This is an optimization exercise on Yosys and OpenROAD, whose aim is small area, a short achievable clock period and few clock cycles, not a production implementation. Function was checked by simulation only, so behaviour that the tests miss may differ from the original. Power and IR drop assume default switching activity.

== the baseline ==
==> flow/design.v (excerpt) <==
module sram_march (
    input  wire        clk,
    input  wire        rst,             
    input  wire [16:0] cfg_size,
    input  wire [7:0]  cfg_sections,
    input  wire [6:0]  cfg_overlap,
    input  wire        cfg_intraword,
    input  wire        step_valid,
    output reg         step_ready,
    output reg         sram_req,
    output reg         sram_we,
    output reg  [15:0] sram_addr,
    output reg  [7:0]  sram_wdata,
    input  wire        sram_gnt,
    input  wire        sram_rvalid,
    input  wire [7:0]  sram_rdata,
    output reg         done,
    output reg         done_bad,
    output reg  [7:0]  cursor,
    output reg         sram_fault
);
Settings: LEC_CHECK=0, CAP_MARGIN=20, CORE_MARGIN=2, CORE_UTILIZATION=40, PLACE_DENSITY=0.6, SLEW_MARGIN=20; clock period 42.0 ns.
run.sh (not shown) runs the stock make flow with config.mk's settings and CLKGATE_MAP_FILE= SYNTH_SCRIPT=/design/flow/synth_recipe.tcl, a recipe that flattens the netlist after the stock synthesis.
Testbench counts of the baseline, summed over its fixed seeds: cycles 374,742.
What the candidate does differently from the baseline at the input level:
==> flow/flow/run.sh (new file) <==
#!/bin/bash
# Standard layout, with faster port buffers and timing repair aimed at a
# tighter setup margin. Each tool's output goes to a log of its own here.
set -euo pipefail
export BUFFER_PORTS_ARGS="-buffer_cell sky130_fd_sc_hd__buf_2"
export SETUP_SLACK_MARGIN=33
bash standard.sh > standard.log 2>&1
==> flow/standard.sh (new file) <==
#!/bin/bash
# synth_recipe.tcl (not shown) runs the flow's synth.tcl, then flattens the netlist and writes it again
# the make line also repeats each setting of config.mk as NAME=value (left out here)
make -C /OpenROAD-flow-scripts/flow DESIGN_CONFIG=/design/flow/config.mk WORK_HOME=/design/flow/orfs CLKGATE_MAP_FILE= SYNTH_SCRIPT=/design/flow/synth_recipe.tcl "${@:-finish}"
removed: flow/run.sh
--- outcome ---
Against the baseline, the final cell area of the candidate is higher.
Status: total half-perimeter wirelength after legalization and detailed placement parity (the candidate, the baseline)
Wire: the candidate routes more than the baseline
Reported for the baseline and the candidate, cell count of the worst hold path turned out identical to the last digit.
Between the baseline and the candidate, the flow reports cell count increasing by a few percent.
In the candidate, the power density over the cells came out about 1.3% below the value in the baseline.
Pin count of the biggest net entering global routing in the candidate vs the baseline: up 1
Worst hold margin for the candidate: 17 ps up relative to the baseline
The candidate: total of clock buffers placed in the layout 4 below the baseline
Re final critical delay including setup and external delays: the baseline was higher than the candidate.

* * *

Another version of the RTL of sram_march (not shown whole).
Size: about 1100 cells after synthesis, roughly 140 flip-flops, about 10000 um^2 of cells after synthesis.
==> flow/config.mk <==
export PLATFORM = sky130hd
export DESIGN_NAME = sram_march
export DESIGN_NICKNAME = sram_march
export VERILOG_FILES = /design/flow/design.v
export SDC_FILE = /design/flow/constraint.sdc
export NUM_CORES = 4
export LEC_CHECK = 0
export CAP_MARGIN = 20
export CORE_MARGIN = 2
export CORE_UTILIZATION = 40
export PLACE_DENSITY = 0.6
export SLEW_MARGIN = 20
==> flow/constraint.sdc <==
create_clock -name core_clock -period 42.0 [get_ports {clk}]
set_input_delay 8.4000 -clock core_clock [delete_from_list [all_inputs] [get_ports {clk}]]
set_output_delay 8.4000 -clock core_clock [all_outputs]
set_load 0.01 [all_outputs]
standard.sh (not shown) runs the stock make flow with config.mk's settings and CLKGATE_MAP_FILE= SYNTH_SCRIPT=/design/flow/synth_recipe.tcl, a recipe that flattens the netlist after the stock synthesis.
==> flow/flow/run.sh <==
#!/bin/bash
# Standard layout, with faster port buffers. Each tool's output goes to a log
# of its own here.
set -euo pipefail
export BUFFER_PORTS_ARGS="-buffer_cell sky130_fd_sc_hd__buf_2"
bash standard.sh > standard.log 2>&1
The baseline produced a clean layout.
Testbench counts at the start, summed over its fixed seeds: cycles 375,356.
Change:
--- a/flow/flow/run.sh
+++ b/flow/flow/run.sh
@@ -5,0 +6 @@
+export SETUP_SLACK_MARGIN=32.8
Outcome:
- The changed run finished clean
- design area rises by 8.4%
- final cell count rises by 4.5%
- setup slack gets better by 0.72 ns
- sequential cell count is unchanged
- power rises by 1.7%
- hold slack is about the same
- maximum frequency rises by 7.4%

* * *

yarrow:
sram_march, a different RTL version from the one above (not shown whole).
Size in the first run: ~140 flip-flops, roughly 84 I/O pins.
==> flow/config.mk <==
export PLATFORM = sky130hd
export DESIGN_NAME = sram_march
export DESIGN_NICKNAME = sram_march
export VERILOG_FILES = /design/flow/design.v
export SDC_FILE = /design/flow/constraint.sdc
export NUM_CORES = 4
export LEC_CHECK = 0
export CAP_MARGIN = 20
export CORE_MARGIN = 2
export CORE_UTILIZATION = 40
export PLACE_DENSITY = 0.6
export SLEW_MARGIN = 20
==> flow/constraint.sdc <==
create_clock -name core_clock -period 42.0 [get_ports {clk}]
set_input_delay 8.4000 -clock core_clock [delete_from_list [all_inputs] [get_ports {clk}]]
set_output_delay 8.4000 -clock core_clock [all_outputs]
set_load 0.01 [all_outputs]
==> flow/flow/run.sh <==
#!/bin/bash
# Standard layout, with faster port buffers. Each tool's output goes to a log
# of its own here.
set -euo pipefail
export BUFFER_PORTS_ARGS="-buffer_cell sky130_fd_sc_hd__buf_2"
export SETUP_SLACK_MARGIN=32.0
bash standard.sh > standard.log 2>&1
Testbench counts of yarrow, summed over its fixed seeds: cycles 375,356.
Relative to yarrow, the following input files were edited for quartz:
- PLACE_DENSITY: 0.6 -> 0.75
- CTS_BUF_LIST: unset -> sky130_fd_sc_hd__clkbuf_4 sky130_fd_sc_hd__clkbuf_8
- CORE_UTILIZATION: 40 -> 70
- CTS_CLUSTER_SIZE: unset -> 40
--- a/flow/flow/run.sh
+++ b/flow/flow/run.sh
@@ -2,2 +2,3 @@
-# Standard layout, with faster port buffers. Each tool's output goes to a log
-# of its own here.
+# The standard layout (standard.sh), with two changes: the ports are
+# buffered with buf_2 cells, and timing repair aims for 32 ns of setup slack
+# at the design's clock. standard.sh's full output goes to standard.log here.
- No run among quartz and yarrow stopped early or left any final violation; all are clean.
- quartz vs yarrow: routability congestion estimate up by a little under 10%
- Row sequential share of layout area: quartz higher / yarrow lower
- Measured against each other, quartz and yarrow differ in total power, the higher figure coming from yarrow.
- Compared with yarrow, quartz shows die area that has gone down by more than a quarter.
- The headroom to the max-slew limit in quartz sits 12 points below the value recorded for yarrow.
#### Input delta (garnet over quartz)
- CTS_BUF_LIST no longer set, was sky130_fd_sc_hd__clkbuf_4 sky130_fd_sc_hd__clkbuf_8
- CTS_CLUSTER_SIZE no longer set, was 40
- PLACE_DENSITY now 0.6, was 0.75
- CORE_UTILIZATION now 40, was 70
==> flow/flow/run.sh <==
#!/bin/bash
# Standard layout, with faster port buffers. Each tool's output goes to a log
# of its own here.
set -euo pipefail
export BUFFER_PORTS_ARGS="-buffer_cell sky130_fd_sc_hd__buf_2"
export SETUP_SLACK_MARGIN=31.5
bash standard.sh > standard.log 2>&1
Notes after the runs:
Area: garnet vs quartz -> garnet larger. Changes observed in garnet relative to quartz: maximum vdd drop dropped 26%, power climbed about 5%, clock insertion delay at the later pin of the skew report dropped 40 ps. Going from quartz to garnet, via count went down by 524, setup slack after layout down 370 ps, die area went up by about 70%.
Setup changes, garnet to tundra
- CTS_CLUSTER_SIZE: unset -> 30
- CTS_BUF_LIST: unset -> sky130_fd_sc_hd__clkbuf_4 sky130_fd_sc_hd__clkbuf_8
--- a/flow/flow/run.sh
+++ b/flow/flow/run.sh
@@ -6 +6 @@
-export SETUP_SLACK_MARGIN=31.5
+export SETUP_SLACK_MARGIN=32.0
==> results.txt <==
- Synthesis-to-finish area growth was higher in the run labelled tundra.
- Multi-input logic area: tundra > garnet
- In the reports for garnet and tundra, the smaller ratio of final minimum period to clock period belongs to tundra.
- Post-place instance area was lower in the run labelled garnet.
Setup changes, tundra to nickel
- CORE_UTILIZATION: 40 -> 70
- CTS_BUF_LIST: sky130_fd_sc_hd__clkbuf_4 sky130_fd_sc_hd__clkbuf_8 -> unset
- PLACE_DENSITY: 0.6 -> 0.75
- CTS_CLUSTER_SIZE: 30 -> unset
Notes after the runs:
- Per the final summary, nickel finished and its layout is clean on timing, DRC and antenna.
- nickel vs tundra, switching share of total power went up by 0.31 points.
- nickel vs. tundra: portion of the clock cycle consumed by the worst path in the final layout stayed essentially flat; post-layout instance area fell by 85 sq um; global-route usage rose by 16 points.
- nickel against tundra: power density relative to cell area shows an increase of 2.2 mW/mm^2; total vias in the final route higher; maximum frequency held steady.

* * *

## job 101
sram_march again, from the RTL that the note above started with.
Design sram_march, start of the top module:
module sram_march (
    input  wire        clk,
    input  wire        rst,             
    input  wire [16:0] cfg_size,
    input  wire [7:0]  cfg_sections,
    input  wire [6:0]  cfg_overlap,
    input  wire        cfg_intraword,
    input  wire        step_valid,
    output reg         step_ready,
    output reg         sram_req,
    output reg         sram_we,
    output reg  [15:0] sram_addr,
    output reg  [7:0]  sram_wdata,
    input  wire        sram_gnt,
    input  wire        sram_rvalid,
    input  wire [7:0]  sram_rdata,
    output reg         done,
    output reg         done_bad,
    output reg  [7:0]  cursor,
    output reg         sram_fault
);
export LEC_CHECK = 0
export CAP_MARGIN = 20
export CORE_MARGIN = 2
export CORE_UTILIZATION = 40
export PLACE_DENSITY = 0.6
export SLEW_MARGIN = 20
create_clock -name core_clock -period 42.0 [get_ports {clk}]
==> flow/flow/run.sh <==
#!/bin/bash
# Standard layout, with faster port buffers. Each tool's output goes to a log
# of its own here.
set -euo pipefail
export BUFFER_PORTS_ARGS="-buffer_cell sky130_fd_sc_hd__buf_2"
export SETUP_SLACK_MARGIN=32.3
bash standard.sh > standard.log 2>&1
Job 101 finished every step from synthesis to the final layout, and the layout passed the timing, design-rule and antenna checks.
Testbench counts of job 101, summed over its fixed seeds: cycles 375,356.
The inputs of job 102 differ from those of job 101 as listed below.
Settings: CORE_UTILIZATION now 70, was 40; PLACE_DENSITY now 0.75, was 0.6; CTS_CLUSTER_SIZE now 30, previously not set; CTS_BUF_LIST now sky130_fd_sc_hd__clkbuf_4 sky130_fd_sc_hd__clkbuf_8, previously not set.
==> flow/flow/run.sh <==
#!/bin/bash
# The standard layout (standard.sh), with two changes: the ports are
# buffered with buf_2 cells, and timing repair aims for 32 ns of setup slack
# at the design's clock. standard.sh's full output goes to standard.log here.
set -euo pipefail
export BUFFER_PORTS_ARGS="-buffer_cell sky130_fd_sc_hd__buf_2"
export SETUP_SLACK_MARGIN=32.0
bash standard.sh > standard.log 2>&1
--- outcome ---
Per the final summary, job 102 finished and its layout is clean on timing, DRC and antenna.
Changes observed in job 102 relative to job 101: overall power consumption went down, fraction of the cycle the final worst path needs went up, total internal power went down, time the worst path needs with I/O delays and setup went up.

==> static timing again, ports no longer ideal <==
Ports are ideal in the flow. The routed layouts listed here were re-timed in OpenROAD. Step 1: set_driving_cell puts a clkbuf_16 on clk and a buf_2 on each other input, an assumption about the parent block. Step 2, shift: input delay + t, output delay - t, t = (earliest + latest rising clock arrival at the registers) / 2. This alone moves slack from input paths to output paths. a / b / c = ideal ports / drivers / drivers and shift; a / b = the first two.
run | t (ns) | setup WS [ns] | latest minus earliest clock arrival (ns) | worst slew at a driven data input, ns | pins driven straight from the clock port
the baseline | 0.472 | 30.826 / 30.826 / 30.799 | 0.012 / 0.012 | 0.05 | 1
the candidate | 0.480 | 31.939 / 31.953 / 31.473 | 0.009 / 0.009 | 0.21 | 1
the first run of note 2 | 0.481 | 31.633 / 31.633 / 31.175 | 0.010 / 0.010 | 0.06 | 1
the second run of note 2 | 0.476 | 32.352 / 32.343 / 31.867 | 0.013 / 0.014 | 0.07 | 1
yarrow | 0.477 | 32.091 / 32.044 / 31.655 | 0.013 / 0.013 | 0.03 | 1
quartz | 0.513 | 32.080 / 32.041 / 31.612 | 0.017 / 0.016 | 0.05 | 1
garnet | 0.485 | 31.711 / 31.729 / 31.244 | 0.013 / 0.013 | 0.05 | 1
tundra | 0.502 | 32.102 / 32.061 / 31.648 | 0.017 / 0.017 | 0.03 | 1
nickel | 0.470 | 32.088 / 32.086 / 31.638 | 0.009 / 0.010 | 0.04 | 1
job 101 | 0.476 | 32.199 / 32.201 / 31.725 | 0.016 / 0.016 | 0.06 | 1
job 102 | 0.513 | 32.080 / 32.041 / 31.612 | 0.017 / 0.016 | 0.05 | 1
After both steps setup and hold are still met in every run listed. For the second run of note 2, which loses most, drivers alone change the setup slack by -0.009 ns; drivers and shift together by -0.485 ns.
